Background: an optimization exercise with open tools, aiming at small area, a short achievable clock period and few clock cycles. Do not read the settings as production practice.
Function was checked by simulation only, so behaviour that the tests miss may differ from the original.
Power and IR drop assume default switching activity.

==> design/flow/design.v <==
module anpp_deframer (
    input  wire       clk,
    input  wire       rst,
    input  wire       cmd_valid,
    output wire       cmd_ready,
    input  wire [1:0] cmd_op,
    input  wire [7:0] cmd_data,
    output reg        rsp_valid,
    output reg  [7:0] rsp_data,
    output reg        rsp_frame,
    output reg        rsp_last
);
    localparam BUF_CAP = 320;
    localparam RB = 3;               
    localparam TB = 4;               
    localparam RN = 1 << RB;
    localparam TN = 1 << TB;
    localparam OP_ADD    = 2'd0;
    localparam OP_DECODE = 2'd1;
    localparam OP_RDCRC  = 2'd2;
    localparam OP_RDSTAT = 2'd3;
    localparam K_NONE  = 2'd0;
    localparam K_FRAME = 2'd1;
    localparam K_RDCRC = 2'd2;
    localparam K_RDST  = 2'd3;
    function [15:0] crc16_byte;
        input [15:0] c;
        input [7:0]  b;
        reg   [15:0] x;
        integer      k;
        begin
            x = c ^ {b, 8'h00};
            for (k = 0; k < 8; k = k + 1)
                x = x[15] ? ((x << 1) ^ 16'h1021) : (x << 1);
            crc16_byte = x;
        end
    endfunction
    function [8:0] inc9;
        input [8:0] a;
        begin
            inc9 = (a == BUF_CAP - 1) ? 9'd0 : a + 9'd1;
        end
    endfunction
    function [8:0] subk;
        input [8:0] a;
        input [2:0] k;
        begin
            subk = (a >= {6'd0, k}) ? a - {6'd0, k} : a + BUF_CAP - {6'd0, k};
        end
    endfunction
    function [8:0] pdist;
        input [8:0] a;
        input [8:0] b;
        begin
            pdist = (a >= b) ? a - b : a + BUF_CAP - b;
        end
    endfunction
    reg [7:0]  mem0 [0:63];
    reg [7:0]  mem1 [0:63];
    reg [7:0]  mem2 [0:63];
    reg [7:0]  mem3 [0:63];
    reg [7:0]  mem4 [0:63];
    reg [8:0]  head;         
    reg [8:0]  tail;         
    reg [31:0] crc_errors;
    reg [8:0]  cpend;        
    reg        chi;          
    reg        fault_f;      
    reg [8:0]  rec_s [0:RN-1];
    reg [8:0]  rec_e [0:RN-1];
    reg [RB-1:0] r_emit, r_cmt, r_fnd;
    reg [RB:0] n_tot, n_fnd;
    reg [8:0]  crcd0;        
    reg [1:0]  tq_k  [0:TN-1];
    reg [TB-1:0] tq_wr, tq_rd;
    reg [TB:0] tq_n;
    reg [1:0]  tq_hk;        
    reg        cur_v;
    reg [1:0]  cur_k;
    reg [8:0]  cur_p;        
    reg [8:0]  cur_e;        
    reg        cur_fin;      
    reg [1:0]  cur_ph;       
    reg [7:0]  w0, w1, w2, w3, w4;    
    reg [2:0]  wn;           
    reg        mode;         
    reg [8:0]  sp;           
    reg [8:0]  cp;           
    reg [8:0]  fp;           
    reg [8:0]  unf;          
    reg        unf_z, unf_1;  
    reg [7:0]  mb0, mb1, mb2;  
    reg [1:0]  nmb;
    reg        rd_own;       
    reg        lrc_r;        
    reg [7:0]  s4;           
    reg        z2, z3, z4;   
    reg        o3, o4;       
    reg [8:0]  fdist;        
    reg        la_on;        
    reg [7:0]  rem;          
    reg        rem_z;        
    reg [15:0] crc;
    reg [15:0] cexp;
    reg        crc_eq;       
    reg        alt_f;
    reg [8:0]  alt_p;
    reg [8:0]  serr;         
    wire cur_frame = cur_v && (cur_k == K_FRAME);
    wire n_cmt_any = cmt_any;
    wire       onv  = cur_frame || n_cmt_any;
    wire [8:0] onp  = cur_frame ? cur_p : rec_s[r_emit];
    wire [8:0] room = pdist(onp, tail);
    reg        room_ok;
    reg        full;         
    wire settled = unf_z && (nmb == 2'd0) && !rd_own && (mode ? !rem_z : (wn != 3'd5));
    reg [TB:0] n_rdcrc;      
    reg [TB:0] n_rdst;       
    reg        tq_nz, tq_full, rdst_nz, rdcrc_nz, tot_full, fnd_nz, cmt_any, serr_nz, crcd0_nz;
    wire [8:0] dec_inc = fnd_nz ? crcd0 : serr;
    wire rdcrc_block = (rdcrc_nz || (cur_v && cur_k == K_RDCRC)) && (fnd_nz ? crcd0_nz : serr_nz);
    wire rdst_pend = rdst_nz || (cur_v && cur_k == K_RDST);
    wire add_ok = full ? !rdst_pend : room_ok;
    wire dec_ok = !tq_full && (fnd_nz || settled) && !rdcrc_block;
    wire rd_ok  = !tq_full;
    reg        ib_v;
    reg [1:0]  ib_op;
    reg [7:0]  ib_data;
    reg        ib2_v;
    reg [1:0]  ib2_op;
    reg [7:0]  ib2_data;
    wire exec_ok = (ib_op == OP_ADD)    ? add_ok :
                   (ib_op == OP_DECODE) ? dec_ok : rd_ok;
    wire fire     = ib_v && exec_ok;
    assign cmd_ready = !(ib_v && ib2_v);
    wire take = cmd_valid && cmd_ready;
    always @(posedge clk) begin
        if (rst) begin
            ib_v     <= 1'b0;
            ib_op    <= 2'd0;
            ib_data  <= 8'd0;
            ib2_v    <= 1'b0;
            ib2_op   <= 2'd0;
            ib2_data <= 8'd0;
        end else if (fire && ib2_v) begin
            ib_op    <= ib2_op;
            ib_data  <= ib2_data;
            ib2_v    <= take;
            ib2_op   <= cmd_op;
            ib2_data <= cmd_data;
        end else if (fire || !ib_v) begin
            ib_v     <= take;
            ib_op    <= cmd_op;
            ib_data  <= cmd_data;
        end else if (!ib2_v) begin
            ib2_v    <= take;
            ib2_op   <= cmd_op;
            ib2_data <= cmd_data;
        end
    end
    wire fire_add = fire && (ib_op == OP_ADD);
    wire append   = fire_add && !full;
    wire fire_dec = fire && (ib_op == OP_DECODE);
    wire fire_rd  = fire && ib_op[1];
    wire dec_frm  = fire_dec && fnd_nz;
    wire [1:0] tq_push_k = fire_dec ? (fnd_nz ? K_FRAME : K_NONE)
                                    : (ib_op[0] ? K_RDST : K_RDCRC);
    reg        wr_v;
    reg [8:0]  wr_a;
    reg [7:0]  wr_d;
    always @(posedge clk) begin
        if (wr_v) begin
            case (wr_a[8:6])
                3'd0: mem0[wr_a[5:0]] <= wr_d;
                3'd1: mem1[wr_a[5:0]] <= wr_d;
                3'd2: mem2[wr_a[5:0]] <= wr_d;
                3'd3: mem3[wr_a[5:0]] <= wr_d;
                default: mem4[wr_a[5:0]] <= wr_d;
            endcase
        end
    end
    reg        sc_port;      
    wire       out_go  = !(cur_frame && sc_port);
    reg  [8:0] port_a;       
    reg [7:0]  rd_b0, rd_b1, rd_b2, rd_b3, rd_b4;
    reg [2:0]  rd_bank;
    reg        rd_byp;
    reg [7:0]  rd_bd;
    always @(posedge clk) begin
        rd_b0   <= mem0[port_a[5:0]];
        rd_b1   <= mem1[port_a[5:0]];
        rd_b2   <= mem2[port_a[5:0]];
        rd_b3   <= mem3[port_a[5:0]];
        rd_b4   <= mem4[port_a[5:0]];
        rd_bank <= port_a[8:6];
        rd_byp  <= wr_v && (wr_a == port_a);
        rd_bd   <= wr_d;
    end
    wire [7:0] port_d = rd_byp ? rd_bd :
                        (rd_bank == 3'd0) ? rd_b0 :
                        (rd_bank == 3'd1) ? rd_b1 :
                        (rd_bank == 3'd2) ? rd_b2 :
                        (rd_bank == 3'd3) ? rd_b3 : rd_b4;
    reg        bt_v, bt_frame, bt_last, bt_mem;
    reg [7:0]  bt_imm;
    wire       lrc_ok = lrc_r;
    wire       crc0_ok = o3 && o4;
    wire       crc_ok  = crc_eq;
    wire       hunt_eval = !mode && (wn == 3'd5);
    wire       cmp       = mode && rem_z;
    wire       la_valid  = la_on;
    wire       refetch_c = cmp && !crc_ok && alt_f;
    wire       ev        = hunt_eval || (cmp && !crc_ok && !alt_f);
    wire       ev_drop   = ev && !lrc_ok;
    wire       ev_l0     = ev && lrc_ok && z2;
    wire       ev_l0_ok  = ev_l0 && crc0_ok;
    wire       ev_start  = ev && lrc_ok && !z2;
    wire       push_now  = (cmp && crc_ok) || ev_l0_ok;
    wire [1:0] err_now   = {1'b0, cmp && !crc_ok} + {1'b0, ev_l0 && !crc0_ok};
    wire [8:0] errs_bef  = serr + {7'd0, err_now};
    wire       sc_stall  = push_now && (tot_full ||
                                        (fnd_nz && (serr_nz || (err_now != 2'd0))));
    wire       mv        = (nmb != 2'd0);
    wire       sync      = unf_z && !mv && !rd_own;
    wire       can_take  = !sc_stall && !refetch_c;
    wire       take_mb   = mv && can_take;
    wire       take_cmd  = sync && append && can_take;
    wire       bv        = take_mb || take_cmd;
    wire [7:0] b         = mv ? mb0 : ib_data;
    wire [7:0] s4m       = s4 - w1;           
    wire [7:0] s4_neg    = 8'd0 - s4;
    wire       unf_a = append && !take_cmd;    
    wire [8:0] unf_n = refetch_c ? unf + fdist + (append ? 9'd1 : 9'd0) :
                       (unf_a && !do_fetch) ? unf + 9'd1 :
                       (do_fetch && !unf_a) ? unf - 9'd1 : unf;
    wire       fp_inc = do_fetch || take_cmd;
    wire       alt_det = !sc_stall && mode && !rem_z && la_valid && lrc_ok && !alt_f;
    wire       unf_nz = refetch_c ||
                        !((unf_z && ((append && !take_cmd) == do_fetch)) ||
                          (unf_1 && do_fetch && !(append && !take_cmd)));
    wire       land  = rd_own && !refetch_c;   
    wire [1:0] nmb_n = refetch_c ? 2'd0
                                 : nmb + (land ? 2'd1 : 2'd0) - (take_mb ? 2'd1 : 2'd0);
    wire       do_fetch  = sc_port && !refetch_c;
    wire [8:0] cp_m5 = subk(cp, 3'd5);
    wire [8:0] cp_m4 = subk(cp, 3'd4);
    wire [15:0] crc_c   = ev ? crc16_byte(16'hFFFF, 8'h00) : crc16_byte(crc, 8'h00);
    wire [15:0] crc_ub  = crc16_byte(16'h0000, b);
    wire [15:0] crc_nx  = crc_c ^ crc_ub;
    reg [21:0] hi_inc;
    integer hk;
    always @(*) begin
        for (hk = 0; hk < 22; hk = hk + 1)
            hi_inc[hk] = crc_errors[10 + hk] ^ (chi & ((crc_errors[31:10] & ((22'd1 << hk) - 22'd1)) == ((22'd1 << hk) - 22'd1)));
    end
    wire fin_c  = (cur_k == K_NONE) || (cur_k == K_FRAME && cur_fin) ||
                  (cur_k == K_RDCRC && cur_p[1:0] == 2'd3) || (cur_k == K_RDST && cur_p[0]);
    wire done_w = cur_v && out_go && fin_c;
    wire pop_w  = (!cur_v || done_w) && tq_nz;
    wire push_t = fire_dec || fire_rd;
    wire push_sc = !sc_stall && push_now;
    wire popf    = pop_w && (tq_hk == K_FRAME);
    reg [RB:0] n_cmt;        
    wire [TB:0] tq_n_n    = tq_n + (push_t ? 1'b1 : 1'b0) - (pop_w ? 1'b1 : 1'b0);
    wire [TB:0] n_rdst_n  = n_rdst + ((fire_rd && ib_op[0]) ? 1'b1 : 1'b0)
                                   - ((pop_w && tq_hk == K_RDST) ? 1'b1 : 1'b0);
    wire [TB:0] n_rdcrc_n = n_rdcrc + ((fire_rd && !ib_op[0]) ? 1'b1 : 1'b0)
                                    - ((pop_w && tq_hk == K_RDCRC) ? 1'b1 : 1'b0);
    wire [RB:0] n_tot_n   = n_tot + (push_sc ? 1'b1 : 1'b0)
                                  - ((pop_w && tq_hk == K_FRAME) ? 1'b1 : 1'b0);
    wire [RB:0] n_fnd_n   = n_fnd + (push_sc ? 1'b1 : 1'b0) - (dec_frm ? 1'b1 : 1'b0);
    wire [8:0]  serr_n    = (fire_dec && !dec_frm) ? 9'd0 :
                            !sc_stall ? (push_now ? 9'd0 : errs_bef) : serr;
    wire [8:0]  crcd0_n   = (push_sc && !fnd_nz) ? errs_bef : dec_frm ? 9'd0 : crcd0;
    always @(posedge clk) begin
        if (rst) begin
            tq_nz <= 1'b0; tq_full <= 1'b0; rdst_nz <= 1'b0; rdcrc_nz <= 1'b0;
            tot_full <= 1'b0; fnd_nz <= 1'b0; cmt_any <= 1'b0; n_cmt <= 0; serr_nz <= 1'b0; crcd0_nz <= 1'b0;
        end else begin
            tq_nz    <= push_t || (tq_n > 1) || (tq_n == 1 && !pop_w);
            tq_full  <= (tq_n == TN && !(pop_w && !push_t)) || (tq_n == TN - 1 && push_t && !pop_w);
            rdst_nz  <= (fire_rd && ib_op[0]) || (n_rdst > 1) || (n_rdst == 1 && !(pop_w && tq_hk == K_RDST));
            rdcrc_nz <= (fire_rd && !ib_op[0]) || (n_rdcrc > 1) || (n_rdcrc == 1 && !(pop_w && tq_hk == K_RDCRC));
            tot_full <= (n_tot == RN && !(popf && !push_sc)) || (n_tot == RN - 1 && push_sc && !popf);
            fnd_nz   <= push_sc || (n_fnd > 1) || (n_fnd == 1 && !dec_frm);
            cmt_any  <= dec_frm || (n_cmt > 1) || (n_cmt == 1 && !popf);
            n_cmt    <= n_cmt + (dec_frm ? 1'b1 : 1'b0) - (popf ? 1'b1 : 1'b0);
            serr_nz  <= (serr_n != 9'd0);
            crcd0_nz <= (crcd0_n != 9'd0);
        end
    end
    wire sc_port_n = unf_nz && (refetch_c ||
                     (nmb == 2'd0) ||
                     (nmb == 2'd1 && !(land && do_fetch && !take_mb)) ||
                     (nmb == 2'd2 && ((!land && !do_fetch) || (take_mb && !(land && do_fetch)))) ||
                     (nmb == 2'd3 && take_mb && !land && !do_fetch));
    wire [8:0] fp_n    = refetch_c ? alt_p : (do_fetch || take_cmd) ? inc9(fp) : fp;
    wire [8:0] cur_p_n = pop_w ? ((tq_hk == K_FRAME) ? rec_s[r_emit] : 9'd0) :
                         (cur_v && out_go) ? ((cur_k == K_FRAME) ? inc9(cur_p) :
                                              (cur_k != K_NONE) ? cur_p + 9'd1 : cur_p)
                                           : cur_p;
    always @(posedge clk) begin
        if (rst) begin
            head <= 9'd0; tail <= 9'd0;
            crc_errors <= 32'd0; cpend <= 9'd0; chi <= 1'b0;
            wr_v <= 1'b0; wr_a <= 9'd0; wr_d <= 8'd0; fault_f <= 1'b0;
            r_emit <= 0; r_cmt <= 0; r_fnd <= 0;
            n_tot <= 0; n_fnd <= 0; crcd0 <= 9'd0;
            tq_wr <= 0; tq_rd <= 0; tq_n <= 0; n_rdcrc <= 0; n_rdst <= 0;
            cur_v <= 1'b0; cur_k <= 2'd0; cur_p <= 9'd0; cur_e <= 9'd0;
            cur_ph <= 2'd0;
            wn <= 3'd0; mode <= 1'b0; sp <= 9'd0; cp <= 9'd0; fp <= 9'd0;
            unf <= 9'd0; nmb <= 2'd0; rd_own <= 1'b0; unf_z <= 1'b1; unf_1 <= 1'b0; cur_fin <= 1'b0; tq_hk <= 2'd0; sc_port <= 1'b0; port_a <= 9'd0; mb2 <= 8'd0;
            bt_v <= 1'b0; bt_frame <= 1'b0; bt_last <= 1'b0; bt_mem <= 1'b0; bt_imm <= 8'd0; room_ok <= 1'b1; full <= 1'b0; mb0 <= 8'd0; mb1 <= 8'd0; lrc_r <= 1'b0; s4 <= 8'd0; fdist <= 9'd0;
            z2 <= 1'b1; z3 <= 1'b1; z4 <= 1'b1; o3 <= 1'b0; o4 <= 1'b0; la_on <= 1'b0; rem <= 8'd0; rem_z <= 1'b1;
            crc <= 16'hFFFF; cexp <= 16'd0; crc_eq <= 1'b0; alt_f <= 1'b0; alt_p <= 9'd0;
            serr <= 9'd0;
            w0 <= 8'd0; w1 <= 8'd0; w2 <= 8'd0; w3 <= 8'd0; w4 <= 8'd0;
            rsp_valid <= 1'b0; rsp_data <= 8'd0; rsp_frame <= 1'b0; rsp_last <= 1'b0;
        end else begin
            if (fire_add) begin
                if (full) begin
                    fault_f <= 1'b1;
                end else begin
                    tail  <= inc9(tail);
                end
            end
            if (fire_dec) begin
                tq_k[tq_wr]  <= dec_frm ? K_FRAME : K_NONE;
                tq_wr        <= tq_wr + 1'b1;
                if (dec_frm) begin
                    head       <= rec_e[r_cmt];
                    crcd0      <= 9'd0;
                    r_cmt      <= r_cmt + 1'b1;
                end else begin
                    head       <= sp;
                end
            end
            if (fire_rd) begin
                tq_k[tq_wr]  <= ib_op[0] ? K_RDST : K_RDCRC;
                tq_wr        <= tq_wr + 1'b1;
            end
            wr_v <= append;
            wr_a <= tail;
            wr_d <= ib_data;
            cpend <= fire_dec ? dec_inc : 9'd0;
            {chi, crc_errors[9:0]} <= {1'b0, crc_errors[9:0]} + {2'b0, cpend};
            crc_errors[31:10] <= hi_inc;
            begin : outeng
                reg done;
                reg pop;
                done = 1'b0;
                rsp_valid <= bt_v;
                rsp_frame <= bt_frame;
                rsp_last  <= bt_last;
                rsp_data  <= bt_mem ? port_d : bt_imm;
                bt_v      <= 1'b0;
                bt_imm    <= 8'd0;
                bt_frame  <= 1'b0;
                bt_last   <= 1'b0;
                bt_mem    <= 1'b0;
                if (cur_v && out_go) begin
                    bt_v <= 1'b1;
                    case (cur_k)
                        K_NONE: begin
                            bt_last <= 1'b1;
                            done = 1'b1;
                        end
                        K_FRAME: begin
                            bt_frame <= 1'b1;
                            bt_mem    <= 1'b1;
                            cur_p     <= inc9(cur_p);
                            cur_fin   <= (inc9(inc9(cur_p)) == cur_e);
                            if (cur_fin) begin
                                bt_last <= 1'b1;
                                done = 1'b1;
                            end
                        end
                        K_RDCRC: begin
                            case (cur_p[1:0])
                                2'd0: bt_imm <= crc_errors[7:0];
                                2'd1: bt_imm <= crc_errors[15:8];
                                2'd2: bt_imm <= crc_errors[23:16];
                                default: bt_imm <= crc_errors[31:24];
                            endcase
                            cur_p <= cur_p + 9'd1;
                            if (cur_p[1:0] == 2'd3) begin
                                bt_last <= 1'b1;
                                done = 1'b1;
                            end
                        end
                        default: begin
                            bt_imm <= cur_p[0] ? (fault_f ? 8'h84 : 8'h00) : {6'd0, cur_ph};
                            cur_p <= cur_p + 9'd1;
                            if (cur_p[0]) begin
                                bt_last <= 1'b1;
                                done = 1'b1;
                            end
                        end
                    endcase
                end
                pop = pop_w;
                if (!cur_v || done)
                    cur_v <= 1'b0;
                if (pop) begin
                    cur_v  <= 1'b1;
                    cur_k  <= tq_hk;
                    if (tq_hk == K_FRAME)
                        cur_ph <= 2'd1;
                    else if (tq_hk == K_NONE)
                        cur_ph <= 2'd2;
                    tq_rd  <= tq_rd + 1'b1;
                    if (tq_hk == K_FRAME) begin
                        cur_p  <= rec_s[r_emit];
                        cur_fin <= 1'b0;
                        cur_e  <= rec_e[r_emit];
                        r_emit <= r_emit + 1'b1;
                    end else begin
                        cur_p  <= 9'd0;
                    end
                end
                if (pop) begin
                    if (tq_n > 1)
                        tq_hk <= tq_k[tq_rd + 1'b1];
                    else if (fire_dec || fire_rd)
                        tq_hk <= tq_push_k;
                end else if ((fire_dec || fire_rd) && !tq_nz) begin
                    tq_hk <= tq_push_k;
                end
                tq_n <= tq_n + ((fire_dec || fire_rd) ? 1'b1 : 1'b0) - (pop ? 1'b1 : 1'b0);
                n_rdst <= n_rdst + ((fire_rd && ib_op[0]) ? 1'b1 : 1'b0)
                                 - ((pop && tq_hk == K_RDST) ? 1'b1 : 1'b0);
                n_rdcrc <= n_rdcrc + ((fire_rd && !ib_op[0]) ? 1'b1 : 1'b0)
                                   - ((pop && tq_hk == K_RDCRC) ? 1'b1 : 1'b0);
                n_tot <= n_tot + ((!sc_stall && push_now) ? 1'b1 : 1'b0)
                               - ((pop && tq_hk == K_FRAME) ? 1'b1 : 1'b0);
                n_fnd <= n_fnd + ((!sc_stall && push_now) ? 1'b1 : 1'b0)
                               - (dec_frm ? 1'b1 : 1'b0);
            end
            if (do_fetch)
                fp <= inc9(fp);
            rd_own <= do_fetch;
            begin : fq
                reg [7:0] t0, t1, t2;
                reg [1:0] wp;
                t0 = take_mb ? mb1 : mb0;
                t1 = take_mb ? mb2 : mb1;
                t2 = mb2;
                wp = nmb - (take_mb ? 2'd1 : 2'd0);
                if (land) begin
                    if (wp == 2'd0) t0 = port_d;
                    else if (wp == 2'd1) t1 = port_d;
                    else t2 = port_d;
                end
                mb0 <= t0;
                mb1 <= t1;
                mb2 <= t2;
            end
            unf     <= unf_n;
            if (alt_det)
                fdist <= 9'd5 + {7'd0, nmb} + {8'd0, rd_own} + (fp_inc ? 9'd1 : 9'd0);
            else
                fdist <= fdist + (fp_inc ? 9'd1 : 9'd0);
            nmb     <= nmb_n;
            unf_z   <= !unf_nz;
            unf_1   <= !refetch_c &&
                       ((unf_z && (append && !take_cmd) && !do_fetch) ||
                        (unf_1 && ((append && !take_cmd) == do_fetch)) ||
                        (unf == 9'd2 && do_fetch && !(append && !take_cmd)));
            sc_port <= sc_port_n;
            port_a  <= sc_port_n ? fp_n : cur_p_n;
            room_ok <= onv ? (room > (append ? 9'd1 : 9'd0))
                           : (!dec_frm || (rec_s[r_cmt] != tail));
            if (append)
                full <= (inc9(tail) == head);
            else if (fire_dec && (dec_frm || sp != head))
                full <= 1'b0;
            if (refetch_c) begin
                fp  <= alt_p;
            end else begin
                if (take_cmd)
                    fp <= inc9(fp);
            end
            if (fire_dec && !dec_frm)
                serr <= 9'd0;
            else if (!sc_stall)
                serr <= push_now ? 9'd0 : errs_bef;
            if (!sc_stall) begin
                if (bv) begin
                    w0 <= w1; w1 <= w2; w2 <= w3; w3 <= w4; w4 <= b;
                    lrc_r <= (b == s4_neg);
                    z2 <= z3; z3 <= z4; z4 <= (b == 8'h00);
                    o3 <= o4; o4 <= (b == 8'hFF);
                    s4    <= s4m + b;
                    cp <= inc9(cp);
                end
                if (push_now) begin
                    rec_s[r_fnd] <= (cmp && crc_ok) ? sp : cp_m5;
                    rec_e[r_fnd] <= cp;
                    r_fnd        <= r_fnd + 1'b1;
                    if (!fnd_nz)
                        crcd0 <= errs_bef;
                end
                if (refetch_c) begin
                    sp    <= alt_p;
                    cp    <= alt_p;
                    mode  <= 1'b0;
                    wn    <= 3'd0;
                end else if (cmp && crc_ok) begin
                    sp   <= cp;
                    mode <= 1'b0;
                    wn   <= bv ? 3'd1 : 3'd0;
                end else if (ev) begin
                    if (ev_drop || (ev_l0 && !crc0_ok)) begin
                        sp   <= cp_m4;
                        mode <= 1'b0;
                        wn   <= bv ? 3'd5 : 3'd4;
                    end else if (ev_l0_ok) begin
                        sp   <= cp;
                        mode <= 1'b0;
                        wn   <= bv ? 3'd1 : 3'd0;
                    end else begin
                        sp    <= cp_m5;
                        mode  <= 1'b1;
                        la_on <= bv;
                        cexp  <= {w4, w3};
                        alt_f <= 1'b0;
                        rem   <= bv ? w2 - 8'd1 : w2;
                        rem_z <= bv && (w2 == 8'd1);
                        crc   <= bv ? crc_nx : 16'hFFFF;
                        crc_eq <= bv ? (crc_ub == (crc16_byte(16'hFFFF, 8'h00) ^ {w4, w3})) : crc0_ok;
                    end
                end else if (mode) begin
                    if (bv) begin
                        la_on <= 1'b1;
                        rem <= rem - 8'd1;
                        rem_z <= (rem == 8'd1);
                        crc <= crc_nx;
                        crc_eq <= (crc_ub == (crc16_byte(crc, 8'h00) ^ cexp));
                    end
                    if (la_valid && lrc_ok && !alt_f) begin
                        alt_f <= 1'b1;
                        alt_p <= cp_m5;
                    end
                end else begin
                    if (bv) wn <= wn + 3'd1;
                end
            end
        end
    end
endmodule
==> design/flow/run.sh <==
#!/bin/bash
# synth_recipe.tcl (not shown) runs the flow's synth.tcl, then flattens the netlist and writes it again
# the make line also repeats each setting of config.mk as NAME=value (left out here)
make -C /OpenROAD-flow-scripts/flow DESIGN_CONFIG=/design/flow/config.mk WORK_HOME=/design/flow/orfs CLKGATE_MAP_FILE= SYNTH_SCRIPT=/design/flow/synth_recipe.tcl finish
==> design/flow/config.mk <==
export PLATFORM = sky130hd
export DESIGN_NAME = anpp_deframer
export DESIGN_NICKNAME = anpp_deframer
export VERILOG_FILES = /design/flow/design.v
export SDC_FILE = /design/flow/constraint.sdc
export NUM_CORES = 4
export LEC_CHECK = 0
export ABC_CLOCK_PERIOD_IN_PS = 4000
export CAP_MARGIN = 20
export CORE_MARGIN = 2
export CORE_UTILIZATION = 35
export CTS_CLUSTER_DIAMETER = 100
export CTS_CLUSTER_SIZE = 20
export SETUP_SLACK_MARGIN = 4.0
export SLEW_MARGIN = 20
export TNS_END_PERCENT = 100
==> design/flow/constraint.sdc <==
create_clock -name core_clock -period 8.0 [get_ports {clk}]
set_input_delay 1.6000 -clock core_clock [delete_from_list [all_inputs] [get_ports {clk}]]
set_output_delay 1.6000 -clock core_clock [all_outputs]
set_load 0.01 [all_outputs]
==> impl_results.md, run 1 <==
* Status: no timing/DRC/antenna violations
* Pwr dens at 255.4 nW/um^2
* Placed Area at 137,200 um^2
* Synthesis-stage register bit count at 3,203
* Synth Instances at 7,425
* Placed cells at 12,090
* Clock slew at reported path FFs at 100 ps
* Syn. warnings at 1
* Synthesized net count at 7,607
* Setup crit start kind: flip-flop
* Dpl hpwl at 204,900 um
* Power, Total at 36,540 uW
* Max Clk Rate at 0.2582 GHz
* Layout cells sized above 1 at 18.65%
* Initial Util at 35.22%
* Number of synthesized flops with an enable pin at 2,736
* WL/cell at 26.46 um
* # DRC at 0
* Pins Over Slew Limit at 0
* RSZ-0062 raised after global routing: true
* Crit path max fanout at 6
* Setup total negative slack at 0 ps
* Non-Filler Instances at 12,450
* Final setup viols at 0
* Later-pin clock latency in the skew report at 920 ps
* Area Growth Syn to Fin at 8.976%
* P_int at 26,550 uW
* # fillers at 33,720
* Crit Reg-Reg Startpoint: wn[0]
* Number of global-route vias before repair at 67,510
* Lkg Pwr at 0.04297 uW
* Worst vdd ir at 0.0002123 V
* First-pass GRT wire length at 476,300 um
* Max-cap violations at 0
* Via-to-Cell Ratio at 5.408
* Antenna violations before repair at 19
* Crit end category: flip-flop
* Max clock buf depth at 4
* Final ANT Viol Nets at 0
* Synthesized area at 131,300 um^2
* HP Start: port_a[6]
* Die footprint at 380,000 um^2
* Clock Skews at 127.0 ps
* Worst EP arrival at 4610 ps
* Detailed Route Iter0 Violations at 6,969
* Critical path class: flip-flop to flip-flop
* HP Class: flip-flop to flip-flop
* GPL Wtd Cong at 0.8330
* Die Y at 616.4 um
* Final min period at 3873 ps
* Net switching power at 9984 uW
* FFs w/ async S/R, synth at 0%
* Seq. cell area at 91,580 um^2
* Top FF cell, synth: edfxtp_1
* # rows at 224
* Sequential share of the synthesized area at 69.71%
* Clock root cell: clkbuf_16
* TritonCTS Sinks at 3,203
* Overall routing resource usage at 16.92%
* Sequential Power Share at 52.3%
* Critical Path RT at 8740 ps
* Hold Violations, Final at 0
* Worst slew pin tran at 1304 ps
* I/O Buffers at 24
* Synth unique cells at 92
* Combinational power share at 21.1%
* Maximum number of pins on one net before global-route repair at 209
* Sw Ratio at 27.32%
* Relative slew margins at 13.08%
* I/O pins at 25
* Mean Syn Cell Area at 17.68 um^2
* Die width at 616.4 um
* Final Cycle Share at 48.41%
* Footprint of the multi-input gates at 37,950 um^2
* CP startpoint: wn[0]
* Vias at 67,310
* Final WL at 329,400 um
* Reg2Reg Setup Slack at 4130 ps
* Grt total ovfl at 0
* Final-stage net count at 7,526
* Clk pwr share at 26.6%
* Htree depth at 4
* Clock buffer count from CTS at 187
* CTS tree: done
* Post-route cell area at 143,100 um^2
* TritonRoute pass-1 iters at 8
* CORE AREA at 372,800 um^2
==> worst paths after layout <==
kind / endpoint / cells past startpoint
hold / removal: rd_bank[0] / 0
hold reg to reg: rd_bank[0] / 0
setup / recovery: unf[8] / 20
setup reg to reg: unf[8] / 20
==> cells in the mapped netlist, types with 32 or more instances <==
master / instances / area share, %
mux2i_1: 111 / 0.85
a211oi_1: 78 / 0.45
buf_1: 82 / 0.23
nand4_1: 32 / 0.15
buf_2: 32 / 0.12
mux4_2: 916 / 16
clkbuf_1: 308 / 0.88
a21oi_1: 212 / 0.81
dfxtp_1: 467 / 7.1
nor3_1: 78 / 0.30
edfxtp_1: 2736 / 63
nand2_1: 392 / 1.1
nor2b_1: 47 / 0.22
o21ai_0: 122 / 0.47
ha_1: 142 / 1.4
nor2_1: 733 / 2.1
inv_1: 136 / 0.39
nand3_1: 74 / 0.28
xor2_1: 83 / 0.55
xnor2_1: 171 / 1.1
==> state kept, by name, summed over array words and instances, names as in the netlist, 16 cells and up, named ones only <==
register    count
cexp           16
crc            16
crc_errors     32
mem0          512
mem1          512
mem2          512
mem3          512
mem4          512
rec_e          72
rec_s          72
tq_k           32
==> logic make-up (layout without fill, tap and decap cells) <==
family | count (synthesis) | after routing | share of synthesized area [%]
flops | 3203 | 3203 | 69.71
simple gates | 1533 | 1534 | 5.142
mux | 1059 | 1059 | 16.88
compound gates | 636 | 636 | 3.114
buf+inv | 570 | 597 | 1.690
xor+xnor | 254 | 254 | 1.695
fa+ha+maj | 170 | 170 | 1.773
other cells | 0 | 21 | 0
==> repair_timing <==
| action | in CTS | in global routing |
|---|---|---|
| setup endpoints to repair | 70 | 44 |
| cloned | 1 | 0 |
| pin swaps | 14 | 16 |
| buffers inserted | 23 | 14 |
| resized for setup | 44 | 35 |
| endpoints found under the hold margin | 0 | 0 |
| hold buffers | 0 | 0 |
==> routing by layer <==
metal  global-route usage [%]  vias to the layer above  part of all wire, %
li1                         -                    29050                    -
met1                    22.47                    35710                   41
met2                    28.42                     2117                   49
met3                    3.291                      420                  7.2
met4                    4.444                       10                  2.8
met5                        0                        -                0.070
==> power by group through the flow <==
stage	clock (uW)	combinational, uW	sequential [uW]
finish	9740	7690	19100
global route	10500	8280	19100
CTS	9960	7750	19100
detailed placement	0	7600	19500
global placement	0	7520	19500
floorplan	0	5510	19200
==> worst max-delay path: stages, from the launching register on <==
cell and delay [ps]:
dfxtp_2 380, ha_4 140, nand3b_1 190, nand2_8 150, nand3_4 90, ha_4 190, nand2b_4 60, a21o_4 130
o21ai_4 70, a31oi_4 250, ha_4 210, inv_8 50, fa_2 340, a21o_1 180, a21oi_2 140, o21bai_1 90
a2111oi_1 340, nor3_1 120, mux2i_1 130, mux2i_1 160, mux2_2 340
==> stage by stage <==
step                      worst slack, ps  util [%]  hold WS (ps)
final                                4127     38.38         407.9
after global routing                 3919     38.37         414.7
after CTS                            4001     38.29         405.0
after detailed placement             2901     36.80         391.0
after global placement               2838     36.79         395.5
after floorplan                      3405         -         349.9
==> final cells by class <==
| class | count | area share [%] |
|---|---|---|
| Antenna cell | 21 | 0.03673 |
| Clock buffer | 292 | 3.576 |
| Clock inverter | 6 | 0.04461 |
| Inverter | 143 | 0.3866 |
| Multi-Input combinational cell | 3653 | 26.53 |
| Sequential cell | 3203 | 64.02 |
| Tap cell | 4972 | 4.349 |
| Timing Repair Buffer | 156 | 1.062 |
==> placed cells by master (no fill, tap or decap), types with 25 or more instances in the layout <==
cell	count
o21ai_0	116
a21oi_1	208
mux2i_1	103
ha_1	136
nor2_1	729
nor2b_1	44
a31oi_1	28
a21o_1	26
buf_4	108
a211oi_1	78
nand3_1	72
mux4_2	916
nand4_1	32
nor3_1	76
nand2_1	386
nand2b_1	25
dfxtp_1	440
clkbuf_1	103
edfxtp_1	2736
and3_1	26
clkbuf_16	189
xnor2_1	171
inv_1	132
xor2_1	83
Testbench counts, summed over its fixed seeds: cycles 61,906.
==> run 2: changes to the inputs <==
--- a/design/flow/config.mk
+++ b/design/flow/config.mk
@@ -11,6 +11,6 @@
 export CORE_UTILIZATION = 35
 export CTS_CLUSTER_DIAMETER = 100
 export CTS_CLUSTER_SIZE = 20
-export SETUP_SLACK_MARGIN = 4.0
+export SETUP_SLACK_MARGIN = 4.3
 export SLEW_MARGIN = 20
 export TNS_END_PERCENT = 100
==> run 2 against run 1 <==
Compared with the run above: critical path type unchanged; global-route usage rose by 0.17 points; clock-buffer cell count rose by 9; hold slack got worse by 2.8 ps; critical path depth rose by 7; die area did not move; clock power rose by 1%; sequential share of layout area fell by 0.39 points.
==> impl_results.md, run 2 <==
* GPL Wtd Cong at 0.8260 (-0.84%)
* Compound-Gate Fraction of Synth Area at 3.114% (unchanged)
* # fillers at 33,640 (-0.24%)
* Initial Util at 35.22% (unchanged)
* Worst vdd ir at 0.0002191 V (+3.2%)
* I/O Buffers at 24 (unchanged)
* Synthesis-stage register bit count at 3,203 (unchanged)
* Setup crit start kind: flip-flop
* Hold Buf Count CTS at 0 (unchanged)
* Final WL at 331,700 um (+0.70%)
* Mean Syn Cell Area at 17.68 um^2 (unchanged)
* Final Cycle Share at 48.87% (+0.46 points)
* Hold Violations, Final at 0 (unchanged)
* Worst r2r dst: port_a[6]
* Sequential share of the synthesized area at 69.71% (unchanged)
* Reg2Reg Depth at 27 (+35%)
* Synth cell count leaders: edfxtp_1 (2,736), mux4_2 (916), nor2_1 (733)
* Top FF cell, synth: edfxtp_1
* Placed Area at 137,200 um^2 (about the same)
* Clock root cell: clkbuf_16
* Detailed Route Iter0 Violations at 7,636 (+9.6%)
* Lkg Pwr at 0.04332 uW (+0.81%)
* FFs w/ async S/R, synth at 0% (unchanged)
* Synth area leader: edfxtp_1
* HP Class: flip-flop to flip-flop
* Pwr dens at 256.2 nW/um^2 (+0.29%)
* Final-stage net count at 7,566 (+0.53%)
* Max clock buf depth at 4 (unchanged)
* Die Y at 616.4 um (unchanged)
* Commonest non-fill, non-tap cells in the layout: edfxtp_1 (2,736), mux4_2 (916), nor2_1 (707), dfxtp_1 (435), nand2_1 (377)
* Synthesized area at 131,300 um^2 (unchanged)
* Dpl hpwl at 208,000 um (+1.5%)
* Clock buffer count from CTS at 188 (+0.53%)
* Post-route cell area at 143,900 um^2 (+0.63%)
* Layout cells sized above 1 at 20.01% (+1.4 points)
* Grt total ovfl at 0 (unchanged)
* Maximum number of pins on one net before global-route repair at 178 (-15%)
* TritonCTS Sinks at 3,203 (unchanged)
* Crit end category: flip-flop
* Die width at 616.4 um (unchanged)
* Synth Area in Simple Gates at 5.142% (unchanged)
* Via-to-Cell Ratio at 5.437 (+0.54%)
* Synth unique cells at 92 (unchanged)
* Status: no timing/DRC/antenna violations
* Htree depth at 4 (unchanged)
* Pins Over Slew Limit at 0 (unchanged)
* Antenna violations before repair at 11 (-8)
* Area Growth Syn to Fin at 9.658%
* I/O pins at 25 (unchanged)
* Number of synthesized flops with an enable pin at 2,736 (unchanged)
* Setup crit end: port_a[6]
* Max-cap violations at 0 (unchanged)
* Post-Synth XOR/XNOR Area at 1.695% (unchanged)
* Vias at 67,910 (+0.90%)
* # DRC at 0 (unchanged)
* CORE AREA at 372,800 um^2 (unchanged)
* Synth Instances at 7,425 (unchanged)
* Syn. warnings at 1 (unchanged)
* Multiplexer area fraction after synthesis at 16.88% (unchanged)
* Area share of the leading cell type in the synthesized netlist at 62.59% (unchanged)
* TritonRoute pass-1 iters at 7 (-1)
* Die footprint at 380,000 um^2 (unchanged)
* Synthesized net count at 7,607 (unchanged)
* Crit Reg-Reg Startpoint: wn[1]
* Critical Path RT at 8740 ps (about the same)
* Reg2Reg Setup Slack at 4090 ps (-40 ps)
* Most frequent cell after synthesis: edfxtp_1
* Most common cell after layout, fill and taps aside: edfxtp_1
* First-pass GRT wire length at 481,900 um (+1.2%)
* Overall routing resource usage at 17.09% (+0.17 points)
* Worst slew pin tran at 1263 ps (-40.54 ps)
* Hold WS at 405.1 ps (-2.794 ps)
* Adder-cell share of the synthesized area at 1.773% (unchanged)
* Largest family of logic cells by synthesized area: multiplexers
* Relative slew margins at 15.58% (+2.5 points)
* Final setup viols at 0 (unchanged)
* Critical path class: flip-flop to flip-flop
* Final min period at 3909 ps (+36.47 ps)
* Crit path max fanout at 11 (+5)
* Top area cells in the synthesized netlist: edfxtp_1 (63%), mux4_2 (16%), dfxtp_1 (7.1%), nor2_1 (2.1%), ha_1 (1.4%)
* CP startpoint: wn[1]
* CTS tree: done
* # rows at 224 (unchanged)
* Clock slew at reported path FFs at 80 ps (-20 ps)
* WL/cell at 26.56 um (+0.35%)
* Final ANT Viol Nets at 0 (unchanged)
* Clock Skews at 91.34 ps (-35.67 ps)
* Max Clk Rate at 0.2558 GHz (-0.93%)
* Number of global-route vias before repair at 68,260 (+1.1%)
* Later-pin clock latency in the skew report at 910 ps (about the same)
* RSZ-0062 raised after global routing: true
* Setup total negative slack at 0 ps (unchanged)
* Worst EP arrival at 4650 ps (+40 ps)
## run 2: cell counts after synthesis
No cell type changed its count.
## run 2: area by class of cell
type                            instances  area, um^2  share of cell area [%]
Timing Repair Buffer                  195        1943                   1.350
Antenna cell                           13       32.53                 0.02260
Clock inverter                         10       115.1                 0.07997
Clock buffer                          301        5170                   3.592
Sequential cell                      3203       91590                   63.63
Tap cell                             4972        6221                   4.322
Inverter                              143       555.5                  0.3859
Multi-Input combinational cell       3653       38320                   26.62
## run 2: worst min path at each step
stage / from / cells past startpoint / slack, ps / to
final: port_a[7] / 0 / 410 / rd_bank[1]
after global routing: port_a[6] / 0 / 410 / rd_bank[0]
after CTS: port_a[6] / 0 / 400 / rd_bank[0]
after detailed placement: port_a[6] / 0 / 390 / rd_bank[0]
after global placement: port_a[6] / 0 / 390 / rd_bank[0]
after floorplan: port_a[6] / 0 / 350 / rd_bank[0]
## run 2: critical path, cell delays in order, from the launching register on
cell and delay [ps]:
dfxtp_2 340, inv_2 40, ha_4 150, nand3b_1 220
nand2_8 70, nand3_4 100, ha_4 140, nand2b_4 50
buf_4 130, buf_4 120, buf_4 110, buf_4 120
buf_4 120, buf_4 120, buf_4 120, buf_4 120
buf_4 120, buf_4 120, buf_4 110, buf_4 110
buf_4 120, buf_4 130, a21oi_4 180, a211oi_1 70
nor2_1 130, a31oi_1 110, buf_4 220, mux2_2 290
## run 2: where the power goes
part / switching [uW] / leakage [uW] / total, uW / internal (uW)
Combinational: 4180 / 0.0119 / 7920 / 3750
Clock: 5370 / 0.00253 / 9850 / 4480
Sequential: 568 / 0.0289 / 19100 / 18500
## run 2: logic make-up after synthesis
kind of cell | count (synthesis)
buffers and inverters | 570
AOI/OAI and AO/OA | 636
DFF | 3203
adders and majority gates | 170
muxes | 1059
and+or+nand+nor | 1533
xor gates and xnor gates | 254
## run 2: metrics by stage
step / setup WS, ps / power, uW / cells / utilization (%)
2_1_floorplan: 3405 / 24750 / 7425 / -
3_3_place_gp: 2926 / 26970 / 12100 / 36.81
3_5_place_dp: 2907 / 27070 / 12100 / 36.81
4_1_cts: 3969 / 36960 / 12450 / 38.43
5_1_grt: 3929 / 38300 / 12480 / 38.61
6_report: 4091 / 36870 / 12490 / 38.62
## run 2: routing by layer
layer	up-vias	global-route usage (%)	wire length, um
met5	-	0.01263	157
met4	4	4.740	9611
met3	439	3.542	24340
met2	2298	27.99	160600
met1	36040	23.07	137000
li1	29140	-	-
## run 2: what timing repair did
item                                   in CTS  in global routing
cloned                                      3                  1
endpoints found under the hold margin       0                  0
setup endpoints to repair                 221                420
pin swaps                                  17                 34
setup buffers                              42                 21
gates resized for setup                    81                 98

[static timing again, ports no longer ideal]
Ports are ideal in the flow. The routed layouts listed here were re-timed in OpenROAD. Step 1 (the two cells are an assumption about what drives the block):
set clk [get_ports {clk}]
set_driving_cell -lib_cell sky130_fd_sc_hd__clkbuf_16 $clk
set_driving_cell -lib_cell sky130_fd_sc_hd__buf_2 [delete_from_list [all_inputs] $clk]
Step 2 times the ports against the registers' clock, not the clock port: input delays grow and output delays shrink by t, the midpoint of the rising clock arrivals with the driver on. Three values: ideal ports, drivers, drivers and shift; two values: the first two.
| run | t (ns) | slack for setup (ns) | latest minus earliest clock arrival (ns) |
|---|---|---|---|
| run 1 | 0.967 | 4.127 / 4.108 / 3.613 | 0.136 / 0.136 |
| run 2 | 0.955 | 4.091 / 4.091 / 3.787 | 0.124 / 0.123 |
After both steps setup and hold are still met in every run listed. The setup slack of run 1, which loses most, moves by -0.019 ns with the drivers and by -0.514 ns with both steps.
